Background: an optimization exercise with open tools, aiming at small area and a short achievable clock period. Do not read the settings as production practice.
RTL that was checked went through simulation tests only; none was proved equivalent to the original.

==> 04-05 <==
## rqp_cellq
module rqp_cellq (
    input  wire         clk,
    input  wire         rst,         
    input  wire         seed_load,   
    input  wire [7:0]   seed,        
    input  wire         in_valid,
    input  wire [63:0]  in_cell,     
    input  wire [3:0]   in_bits,     
    input  wire         in_prob,     
    input  wire [31:0]  in_mult,
    output reg          out_valid,
    output reg  [63:0]  out_cell,    
    output reg  [127:0] out_r1u      
);
==> module rqp_rq_lane, before the edit <==
module rqp_rq_lane (
    input  wire [7:0] s,
    input  wire [3:0] bits,    
    input  wire [7:0] cn,      
    output wire [7:0] r
);
    wire [2:0]  sh   = bits[2:0];
    wire [15:0] dbl  = {s, s} << sh;
    wire [7:0]  rot  = dbl[15:8];
    wire [7:0]  mask = ~(8'hFF << bits);
    wire [7:0]  hi   = rot & mask;
    wire [8:0]  sc   = {1'b0, s} + {1'b1, cn} + 9'd1;    
    wire [7:0]  u    = sc[7:0];
    wire        cgt  = sc[8];      
    wire [8:0]  cmp  = {1'b0, rot} + {1'b0, ~u} + {8'd0, cgt};
    wire        ge   = cmp[8];
    wire        neg  = !cgt && !ge;
    wire        big  =  cgt &&  ge;
    wire [7:0]  ones, zeros;
    assign ones[0]  = 1'b1;
    assign zeros[0] = 1'b1;
    genvar i;
    generate
        for (i = 1; i < 8; i = i + 1) begin : pre
            assign ones[i]  = ones[i-1] & hi[i-1];
            assign zeros[i] = zeros[i-1] & !hi[i-1];
        end
    endgenerate
    assign r = hi ^ (({8{big}} & ones) | ({8{neg}} & zeros));
endmodule
==> flow/config.mk <==
export PLATFORM = sky130hd
export DESIGN_NAME = rqp_cellq
export DESIGN_NICKNAME = rqp_cellq
export VERILOG_FILES = /design/flow/design.v
export SDC_FILE = /design/flow/constraint.sdc
export NUM_CORES = 4
export LEC_CHECK = 0
export ABC_AREA = 1
export CAP_MARGIN = 20
export CORE_MARGIN = 2
export CORE_UTILIZATION = 40
export CTS_BUF_LIST = sky130_fd_sc_hd__clkbuf_16
export CTS_CLUSTER_DIAMETER = 100
export CTS_CLUSTER_SIZE = 30
export SLEW_MARGIN = 20
==> flow/constraint.sdc <==
create_clock -name core_clock -period 16.0 [get_ports {clk}]
set_input_delay 3.2000 -clock core_clock [delete_from_list [all_inputs] [get_ports {clk}]]
set_output_delay 3.2000 -clock core_clock [all_outputs]
set_load 0.01 [all_outputs]
standard.sh (not shown) runs the stock make flow with config.mk's settings and CLKGATE_MAP_FILE= SYNTH_SCRIPT=/design/flow/synth_recipe.tcl, a recipe that flattens the netlist after the stock synthesis.
==> flow/flow/run.sh <==
#!/bin/bash
# Layout flow: the standard ORFS flow (standard.sh), with timing repair
# aiming below the clock period and buf_2 cells as the port buffers.
# make's full output goes to flow_make.log in the work folder.
set -euo pipefail
export SETUP_SLACK_MARGIN=11.4
export BUFFER_PORTS_ARGS="-buffer_cell sky130_fd_sc_hd__buf_2"
bash standard.sh > flow_make.log 2>&1
==> 11-28: changes against 04-05 <==
--- a/flow/design.v
+++ b/flow/design.v
@@ -7,20 +7,18 @@
     wire [2:0]  sh   = bits[2:0];
     wire [15:0] dbl  = {s, s} << sh;
     wire [7:0]  rot  = dbl[15:8];
     wire [7:0]  mask = ~(8'hFF << bits);
     wire [7:0]  hi   = rot & mask;
     wire [8:0]  sc   = {1'b0, s} + {1'b1, cn} + 9'd1;    
     wire [7:0]  u    = sc[7:0];
     wire        cgt  = sc[8];      
-    wire [8:0]  cmp  = {1'b0, rot} + {1'b0, ~u} + {8'd0, cgt};
-    wire        ge   = cmp[8];
-    wire        neg  = !cgt && !ge;
-    wire        big  =  cgt &&  ge;
+    wire        neg  = !cgt && !(rot > u);
+    wire        big  =  cgt && !(rot < u);
     wire [7:0]  ones, zeros;
     assign ones[0]  = 1'b1;
     assign zeros[0] = 1'b1;
     genvar i;
     generate
         for (i = 1; i < 8; i = i + 1) begin : pre
             assign ones[i]  = ones[i-1] & hi[i-1];
             assign zeros[i] = zeros[i-1] & !hi[i-1];
==> flow/config.mk (replaced) <==
export PLATFORM = sky130hd
export DESIGN_NAME = rqp_cellq
export DESIGN_NICKNAME = rqp_cellq
export VERILOG_FILES = /design/flow/design.v
export SDC_FILE = /design/flow/constraint.sdc
export NUM_CORES = 4
export LEC_CHECK = 0
export ABC_AREA = 1
export CAP_MARGIN = 20
export CORE_MARGIN = 2
export CORE_UTILIZATION = 55
export CTS_BUF_LIST = sky130_fd_sc_hd__clkbuf_16
export CTS_CLUSTER_DIAMETER = 100
export CTS_CLUSTER_SIZE = 30
export PLACE_DENSITY = 0.7
export SLEW_MARGIN = 20
==> 08-02: changes against 04-05 <==
--- a/flow/design.v
+++ b/flow/design.v
@@ -213,56 +213,72 @@
         if (rst)
             out_valid <= 1'b0;
         else
             out_valid <= m_valid;
         out_cell <= m_q;
         out_r1u  <= r1u;
     end
 endmodule
-module rqp_add #(parameter W = 32) (
+module rqp_add #(parameter W = 32, parameter KIND = 0) (
     input  wire [W-1:0] a,
     input  wire [W-1:0] b,
     input  wire         ci,
     output wire [W-1:0] s,
     output wire         co
 );
     localparam L = (W <= 2) ? 1 : (W <= 4) ? 2 : (W <= 8) ? 3 : (W <= 16) ? 4 : (W <= 32) ? 5 : 6;
     wire [W-1:0] p0 = a ^ b;
     wire [W-1:0] g0 = a & b;
     wire [W-1:0] gg [0:2*L];
     wire [W-1:0] pp [0:2*L];
+    wire [W-1:0] cg;               
     assign gg[0] = {g0[W-1:1], g0[0] | (p0[0] & ci)};
     assign pp[0] = p0;
     genvar k, i;
     generate
-        for (k = 0; k < L; k = k + 1) begin : up
-            for (i = 0; i < W; i = i + 1) begin : b
-                if (((i + 1) % (2 << k)) == 0) begin : c
-                    assign gg[k+1][i] = gg[k][i] | (pp[k][i] & gg[k][i - (1 << k)]);
-                    assign pp[k+1][i] = pp[k][i] & pp[k][i - (1 << k)];
-                end else begin : n
-                    assign gg[k+1][i] = gg[k][i];
-                    assign pp[k+1][i] = pp[k][i];
+        if (KIND == 0) begin : bk
+            for (k = 0; k < L; k = k + 1) begin : up
+                for (i = 0; i < W; i = i + 1) begin : b
+                    if (((i + 1) % (2 << k)) == 0) begin : c
+                        assign gg[k+1][i] = gg[k][i] | (pp[k][i] & gg[k][i - (1 << k)]);
+                        assign pp[k+1][i] = pp[k][i] & pp[k][i - (1 << k)];
+                    end else begin : n
+                        assign gg[k+1][i] = gg[k][i];
+                        assign pp[k+1][i] = pp[k][i];
+                    end
                 end
             end
-        end
-        for (k = L - 2; k >= 0; k = k - 1) begin : dn
-            for (i = 0; i < W; i = i + 1) begin : b
-                if (((i + 1) % (2 << k)) == (1 << k) && i >= (2 << k)) begin : c
-                    assign gg[2*L-1-k][i] = gg[2*L-2-k][i] | (pp[2*L-2-k][i] & gg[2*L-2-k][i - (1 << k)]);
-                    assign pp[2*L-1-k][i] = pp[2*L-2-k][i] & pp[2*L-2-k][i - (1 << k)];
-                end else begin : n
-                    assign gg[2*L-1-k][i] = gg[2*L-2-k][i];
-                    assign pp[2*L-1-k][i] = pp[2*L-2-k][i];
+            for (k = L - 2; k >= 0; k = k - 1) begin : dn
+                for (i = 0; i < W; i = i + 1) begin : b
+                    if (((i + 1) % (2 << k)) == (1 << k) && i >= (2 << k)) begin : c
+                        assign gg[2*L-1-k][i] = gg[2*L-2-k][i] | (pp[2*L-2-k][i] & gg[2*L-2-k][i - (1 << k)]);
+                        assign pp[2*L-1-k][i] = pp[2*L-2-k][i] & pp[2*L-2-k][i - (1 << k)];
+                    end else begin : n
+                        assign gg[2*L-1-k][i] = gg[2*L-2-k][i];
+                        assign pp[2*L-1-k][i] = pp[2*L-2-k][i];
+                    end
+                end
+            end
+            assign cg = gg[2*L-1];
+        end else begin : sk
+            for (k = 0; k < L; k = k + 1) begin : lv
+                for (i = 0; i < W; i = i + 1) begin : b
+                    if ((i >> k) & 1) begin : c
+                        assign gg[k+1][i] = gg[k][i] | (pp[k][i] & gg[k][((i >> k) << k) - 1]);
+                        assign pp[k+1][i] = pp[k][i] & pp[k][((i >> k) << k) - 1];
+                    end else begin : n
+                        assign gg[k+1][i] = gg[k][i];
+                        assign pp[k+1][i] = pp[k][i];
+                    end
                 end
             end
+            assign cg = gg[L];
         end
     endgenerate
-    wire [W-1:0] cg = gg[2*L-1];
     assign s  = p0 ^ {cg[W-2:0], ci};
     assign co = cg[W-1];
 endmodule
 module rqp_r1u_term (
     input  wire [8:0]  cs,
     input  wire [31:0] m1,
     input  wire [31:0] m3,
     output wire [31:0] y
@@ -569,10 +585,12 @@
     wire s291 = s235 ^ c182 ^ c234;
     wire c292 = (s235 & c182) | (s235 & c234) | (c182 & c234);
     wire s293 = s237 ^ c184 ^ c236;
     wire c294 = (s237 & c184) | (s237 & c236) | (c184 & c236);
     wire s295 = s239 ^ c186 ^ c238;
     wire c296 = (s239 & c186) | (s239 & c238) | (c186 & c238);
     wire [31:0] ra = {s295, s293, s291, s289, s287, s285, s283, s281, s279, s277, s275, s273, s271, s269, s267, s265, s263, s261, s259, s257, s255, s253, s251, s249, s247, s245, s243, s241, p4, p3, p2, p1};
     wire [31:0] rb = {c294, c292, c290, c288, c286, c284, c282, c280, c278, c276, c274, c272, c270, c268, c266, c264, c262, c260, c258, c256, c254, c252, c250, c248, c246, c244, c242, p63, p34, p33, 1'b0, 1'b0};
-    assign y = ~((~ra) + (~rb) + 32'd1);
+    wire [31:0] yn;
+    rqp_add #(.W(32), .KIND(1)) u_cpa (.a(~ra), .b(~rb), .ci(1'b1), .s(yn), .co());
+    assign y = ~yn;
 endmodule
==> flow/config.mk (replaced) <==
export PLATFORM = sky130hd
export DESIGN_NAME = rqp_cellq
export DESIGN_NICKNAME = rqp_cellq
export VERILOG_FILES = /design/flow/design.v
export SDC_FILE = /design/flow/constraint.sdc
export NUM_CORES = 4
export LEC_CHECK = 0
export ABC_AREA = 1
export CAP_MARGIN = 20
export CORE_MARGIN = 2
export CORE_UTILIZATION = 55
export CTS_BUF_LIST = sky130_fd_sc_hd__clkbuf_8
export CTS_CLUSTER_DIAMETER = 60
export CTS_CLUSTER_SIZE = 20
export PLACE_DENSITY = 0.7
export SLEW_MARGIN = 20
==> comparison table <==
Maximum frequency from static timing analysis: 11-28 219 MHz; 04-05 218 MHz; 08-02 218 MHz
Met2 routing resource usage after global routing: 11-28 0.601; 04-05 0.482; 08-02 0.574
Critical path launch point: 11-28 m_cs[20]$_DFF_P_; 04-05 out_r1u[64]$_DFF_P_; 08-02 out_r1u[34]$_DFF_P_
Clock-pin slew on the worst setup and hold paths: 11-28 0.10 ns; 04-05 0.11 ns; 08-02 0.12 ns
Status: 11-28 complete, no violations; 04-05 complete, no violations; 08-02 complete, no violations
Resize count post-CTS: 11-28 157; 04-05 172; 08-02 190
Clock network latency to the later pin of the worst-skew pair: 11-28 0.65 ns; 04-05 0.71 ns; 08-02 0.73 ns
Arrival time worst endpoint: 11-28 5.09 ns; 04-05 1.39 ns; 08-02 1.39 ns
Average cell area after synthesis: 11-28 7.64 µm²; 04-05 7.81 µm²; 08-02 7.82 µm²
Share of final-layout standard cells stronger than drive strength 1: 11-28 0.171; 04-05 0.177; 08-02 0.206
Die Wd: 11-28 284 µm; 04-05 330 µm; 08-02 281 µm
Final Instance Area: 11-28 49300 µm²; 04-05 49700 µm²; 08-02 49900 µm²
Share of the synthesized area in the top cell type: 11-28 0.246; 04-05 0.249; 08-02 0.251
Number of warnings issued by yosys: 11-28 3; 04-05 3; 08-02 4
Initial drt markers: 11-28 5191; 04-05 4704; 08-02 5173
Adder and majority gate portion of the synthesized area: 11-28 0.240; 04-05 0.249; 08-02 0.256
Vias/cell: 11-28 6.23; 04-05 5.79; 08-02 5.98
Critical hold path startpoint: 11-28 m_q[45]$_DFF_P_; 04-05 m_q[4]$_DFF_P_; 08-02 m_q[35]$_DFF_P_
Area taken by multi-input logic gates: 11-28 29800 µm²; 04-05 29600 µm²; 08-02 29000 µm²
Nonclk buf count: 11-28 544; 04-05 540; 08-02 631
Highest signal layer in the routed design: 11-28 met5; 04-05 met5; 08-02 met4
Worst-margin pin slew: 11-28 1.15 ns; 04-05 1.15 ns; 08-02 1.06 ns
Mean routed wirelength per cell: 11-28 23.3 µm; 04-05 23.3 µm; 08-02 21.9 µm

========
==> v2: inputs <==
==> flow/design.v <==
module rqp_rq_lane (
    input  wire [7:0] s,
    input  wire [3:0] bits,
    input  wire [7:0] c,
    output wire [7:0] r
);
    wire [7:0]  m      = (8'd1 << bits) - 8'd1;
    wire [15:0] x      = s * m + {8'd0, c};
    wire [15:0] xm1    = x - 16'd1;
    wire [15:0] q      = (x + {8'd0, xm1[15:8]}) >> 8;
    assign r = (bits == 4'd8) ? s : q[7:0];
endmodule
module rqp_sprng (
    input  wire        clk,
    input  wire        rst,
    input  wire        load,       
    input  wire [7:0]  seed,
    input  wire        step,       
    output wire [63:0] draws       
);
    function [7:0] t753(input [7:0] x);
        reg [7:0] y;
        begin
            y = x ^ (x << 7);
            y = y ^ (y >> 5);
            y = y ^ (y << 3);
            t753 = y;
        end
    endfunction
    reg  [7:0] ps;
    wire [7:0] chain [0:8];
    assign chain[0] = ps;
    genvar g;
    generate
        for (g = 0; g < 8; g = g + 1) begin : step_chain
            assign chain[g+1] = t753(chain[g]);
            assign draws[8*g +: 8] = chain[g];
        end
    endgenerate
    always @(posedge clk) begin
        if (rst)
            ps <= 8'd128;
        else if (load)
            ps <= seed;
        else if (step)
            ps <= chain[8];
    end
endmodule
module rqp_cellq (
    input  wire         clk,
    input  wire         rst,         
    input  wire         seed_load,   
    input  wire [7:0]   seed,        
    input  wire         in_valid,
    input  wire [63:0]  in_cell,     
    input  wire [3:0]   in_bits,     
    input  wire         in_prob,     
    input  wire [31:0]  in_mult,
    output reg          out_valid,
    output reg  [63:0]  out_cell,    
    output reg  [127:0] out_r1u      
);
    reg         r_valid;
    reg [63:0]  r_cell;
    reg [3:0]   r_bits;
    reg         r_prob;
    reg [31:0]  r_mult;
    reg         r_seed_load;
    reg [7:0]   r_seed;
    always @(posedge clk) begin
        if (rst) begin
            r_valid     <= 1'b0;
            r_seed_load <= 1'b0;
        end else begin
            r_valid     <= in_valid;
            r_seed_load <= seed_load;
        end
        r_cell <= in_cell;
        r_bits <= in_bits;
        r_prob <= in_prob;
        r_mult <= in_mult;
        r_seed <= seed;
    end
    wire        draw = r_valid && r_prob && (r_bits != 4'd8);
    wire [63:0] draws;
    rqp_sprng u_prng (
        .clk   (clk),
        .rst   (rst),
        .load  (r_seed_load),
        .seed  (r_seed),
        .step  (draw),
        .draws (draws)
    );
    wire [63:0] q;
    genvar g;
    generate
        for (g = 0; g < 8; g = g + 1) begin : lane
            wire [7:0] c = r_prob ? draws[8*g +: 8] : 8'd128;
            rqp_rq_lane u_lane (
                .s    (r_cell[8*g +: 8]),
                .bits (r_bits),
                .c    (c),
                .r    (q[8*g +: 8])
            );
        end
    endgenerate
    wire [127:0] r1u;
    generate
        for (g = 0; g < 4; g = g + 1) begin : term
            wire [8:0] cs = {1'b0, q[16*g +: 8]} + {1'b0, q[16*g+8 +: 8]};
            assign r1u[32*g +: 32] = r_mult * {23'd0, cs};
        end
    endgenerate
    always @(posedge clk) begin
        if (rst)
            out_valid <= 1'b0;
        else
            out_valid <= r_valid;
        if (r_valid) begin
            out_cell <= q;
            out_r1u  <= r1u;
        end
    end
endmodule
==> flow/run.sh <==
#!/bin/bash
# synth_recipe.tcl (not shown) runs the flow's synth.tcl, then flattens the netlist and writes it again
# the make line also repeats each setting of config.mk as NAME=value (left out here)
make -C /OpenROAD-flow-scripts/flow DESIGN_CONFIG=/design/flow/config.mk WORK_HOME=/design/flow/orfs CLKGATE_MAP_FILE= SYNTH_SCRIPT=/design/flow/synth_recipe.tcl finish
==> flow/config.mk <==
export PLATFORM = sky130hd
export DESIGN_NAME = rqp_cellq
export DESIGN_NICKNAME = rqp_cellq
export VERILOG_FILES = /design/flow/design.v
export SDC_FILE = /design/flow/constraint.sdc
export NUM_CORES = 4
export LEC_CHECK = 0
export CAP_MARGIN = 20
export CORE_MARGIN = 2
export CORE_UTILIZATION = 40
export SLEW_MARGIN = 20
==> flow/constraint.sdc <==
create_clock -name core_clock -period 16.0 [get_ports {clk}]
set_input_delay 3.2000 -clock core_clock [delete_from_list [all_inputs] [get_ports {clk}]]
set_output_delay 3.2000 -clock core_clock [all_outputs]
set_load 0.01 [all_outputs]
==> inputs of v35, as changes to v2 <==
==> flow/design.v, changed modules only <==
module rqp_rq_lane (
    input  wire [7:0] s,
    input  wire [3:0] bits,    
    input  wire [7:0] off,     
    output wire [7:0] r
);
    wire [2:0]  sh   = bits[2:0];
    wire [15:0] dbl  = {s, s} << sh;
    wire [7:0]  rot  = dbl[15:8];
    wire [7:0]  mask = ~(8'hFF << bits);
    wire [9:0]  d    = {2'b00, rot} + {2'b00, off} - {2'b00, s};
    wire        neg  = d[9];
    wire        big  = !d[9] && (d[8:0] >= 9'd255);
    wire [7:0]  adj  = rot + {{7{neg}}, neg | big};
    assign r = adj & mask;
endmodule
module rqp_cellq (
    input  wire         clk,
    input  wire         rst,         
    input  wire         seed_load,   
    input  wire [7:0]   seed,        
    input  wire         in_valid,
    input  wire [63:0]  in_cell,     
    input  wire [3:0]   in_bits,     
    input  wire         in_prob,     
    input  wire [31:0]  in_mult,
    output reg          out_valid,
    output reg  [63:0]  out_cell,    
    output reg  [127:0] out_r1u      
);
    reg         r_valid;
    reg [63:0]  r_cell;
    reg [3:0]   r_bits;
    reg         r_prob;
    reg [31:0]  r_mult;
    reg         r_seed_load;
    reg [7:0]   r_seed;
    always @(posedge clk) begin
        if (rst) begin
            r_valid     <= 1'b0;
            r_seed_load <= 1'b0;
        end else begin
            r_valid     <= in_valid;
            r_seed_load <= seed_load;
        end
        r_cell <= in_cell;
        r_bits <= in_bits;
        r_prob <= in_prob;
        r_mult <= in_mult;
        r_seed <= seed;
    end
    wire        draw = r_valid && r_prob && (r_bits != 4'd8);
    wire [63:0] draws;
    rqp_sprng u_prng (
        .clk   (clk),
        .rst   (rst),
        .load  (r_seed_load),
        .seed  (r_seed),
        .step  (draw),
        .draws (draws)
    );
    wire [63:0] q;
    genvar g;
    generate
        for (g = 0; g < 8; g = g + 1) begin : lane
            wire [7:0] off = r_prob ? draws[8*g +: 8] - 8'd1 : 8'd127;
            rqp_rq_lane u_lane (
                .s    (r_cell[8*g +: 8]),
                .bits (r_bits),
                .off  (off),
                .r    (q[8*g +: 8])
            );
        end
    endgenerate
    reg         m_valid;
    reg [63:0]  m_q;
    reg [31:0]  m_mult;
    reg [31:0]  m_mult3;
    always @(posedge clk) begin
        if (rst)
            m_valid <= 1'b0;
        else
            m_valid <= r_valid;
        m_q     <= q;
        m_mult  <= r_mult;
        m_mult3 <= r_mult + {r_mult[30:0], 1'b0};
    end
    wire [31:0] m1 = m_mult;
    wire [31:0] m2 = {m_mult[30:0], 1'b0};
    wire [31:0] m3 = m_mult3;
    wire [127:0] r1u;
    generate
        for (g = 0; g < 4; g = g + 1) begin : term
            wire [8:0] cs = {1'b0, m_q[16*g +: 8]} + {1'b0, m_q[16*g+8 +: 8]};
            wire [31:0] pp0 = (cs[1:0] == 2'd1 ? m1 : 32'd0) | (cs[1:0] == 2'd2 ? m2 : 32'd0) | (cs[1:0] == 2'd3 ? m3 : 32'd0);
            wire [31:0] pp1 = (cs[3:2] == 2'd1 ? m1 : 32'd0) | (cs[3:2] == 2'd2 ? m2 : 32'd0) | (cs[3:2] == 2'd3 ? m3 : 32'd0);
            wire [31:0] pp2 = (cs[5:4] == 2'd1 ? m1 : 32'd0) | (cs[5:4] == 2'd2 ? m2 : 32'd0) | (cs[5:4] == 2'd3 ? m3 : 32'd0);
            wire [31:0] pp3 = (cs[7:6] == 2'd1 ? m1 : 32'd0) | (cs[7:6] == 2'd2 ? m2 : 32'd0) | (cs[7:6] == 2'd3 ? m3 : 32'd0);
            wire [31:0] pp4 = cs[8] ? m1 : 32'd0;
            assign r1u[32*g +: 32] = pp0 + {pp1[29:0], 2'b0} + {pp2[27:0], 4'b0}
                                   + {pp3[25:0], 6'b0} + {pp4[23:0], 8'b0};
        end
    endgenerate
    always @(posedge clk) begin
        if (rst)
            out_valid <= 1'b0;
        else
            out_valid <= m_valid;
        out_cell <= m_q;
        out_r1u  <= r1u;
    end
endmodule
--- a/flow/config.mk
+++ b/flow/config.mk
@@ -6,4 +6,5 @@
 export NUM_CORES = 4
 export LEC_CHECK = 0
+export ABC_AREA = 1
 export CAP_MARGIN = 20
 export CORE_MARGIN = 2
==> comparison <==
- Against v35, the global-route usage of v2 is lower by 6.6 points.
- Clock-buffer cell count: v35 is higher than v2 (11).
- Of v35 and v2, v2 has the higher routed wire length (gap about 5%, measured against v2).
- Of v2 and v35, v2 has the higher critical path depth (gap 25).
- Die area: v2 is larger than v35 (about 46%).
- Design area: v2 is larger than v35 (43%).
- v2 went through all stages and came out clean. v35 completed without violations.
==> figures <==
Detail Placement HPWL: v35 117000 microns; v2 127000 microns
Result of the run: v35 finished clean; v2 finished clean
Critical-path cell with the highest stage delay: v35 sky130_fd_sc_hd__clkinv_1; v2 sky130_fd_sc_hd__fa_1
Vias in the first global route: v35 38710; v2 48178
Die extent in x: v35 328 microns; v2 397 microns
Clock sink count: v35 440; v2 312
Final period demand of the worst path: v35 7650 ps; v2 15180 ps
Number of tap cells inserted: v35 1391; v2 2044
Maximum achievable frequency: v35 131 MHz; v2 65.9 MHz
Primary flip-flop cell chosen by synthesis mapping: v35 sky130_fd_sc_hd__dfxtp_1; v2 sky130_fd_sc_hd__edfxtp_1
DP Worst Slack: v35 8520 ps; v2 16.5 ps
Number of enable flip-flop cells after synthesis: v35 0; v2 192
Only the layout flow was run in v2; the RTL was not checked for function there.

static timing again, ports no longer ideal:
How much do the figures lean on ideal ports? The routed layouts below were timed once more, with nothing changed but the port constraints.
Step 1: set_driving_cell puts a clkbuf_16 on clk and a buf_2 on each other input, an assumption about the parent block.
Step 2 moves the port delays by t, midway between the first and last clock arrival at a register: inputs arrive t later, outputs are due t later. That takes back most of the time a late clock gives input paths.
a / b / c = ideal ports / drivers / drivers and shift; a / b = the first two.
run	shift t [ns]	setup WS [ns]	worst register clock-pin slew, ns	pins driven straight from the clock port
04-05	0.758	11.409 / 11.337 / 11.053	0.11 / 0.11	1
11-28	0.708	11.440 / 11.440 / 10.848	0.11 / 0.11	1
08-02	0.764	11.414 / 11.346 / 11.037	0.12 / 0.12	1
v2	0.712	0.816 / 0.816 / 0.816	0.08 / 0.08	1
v35	0.736	8.346 / 8.346 / 8.346	0.07 / 0.07	1
After both steps setup and hold are still met in every run listed. For 11-28, which loses most, drivers alone change the setup slack by 0.000 ns; drivers and shift together by -0.592 ns.
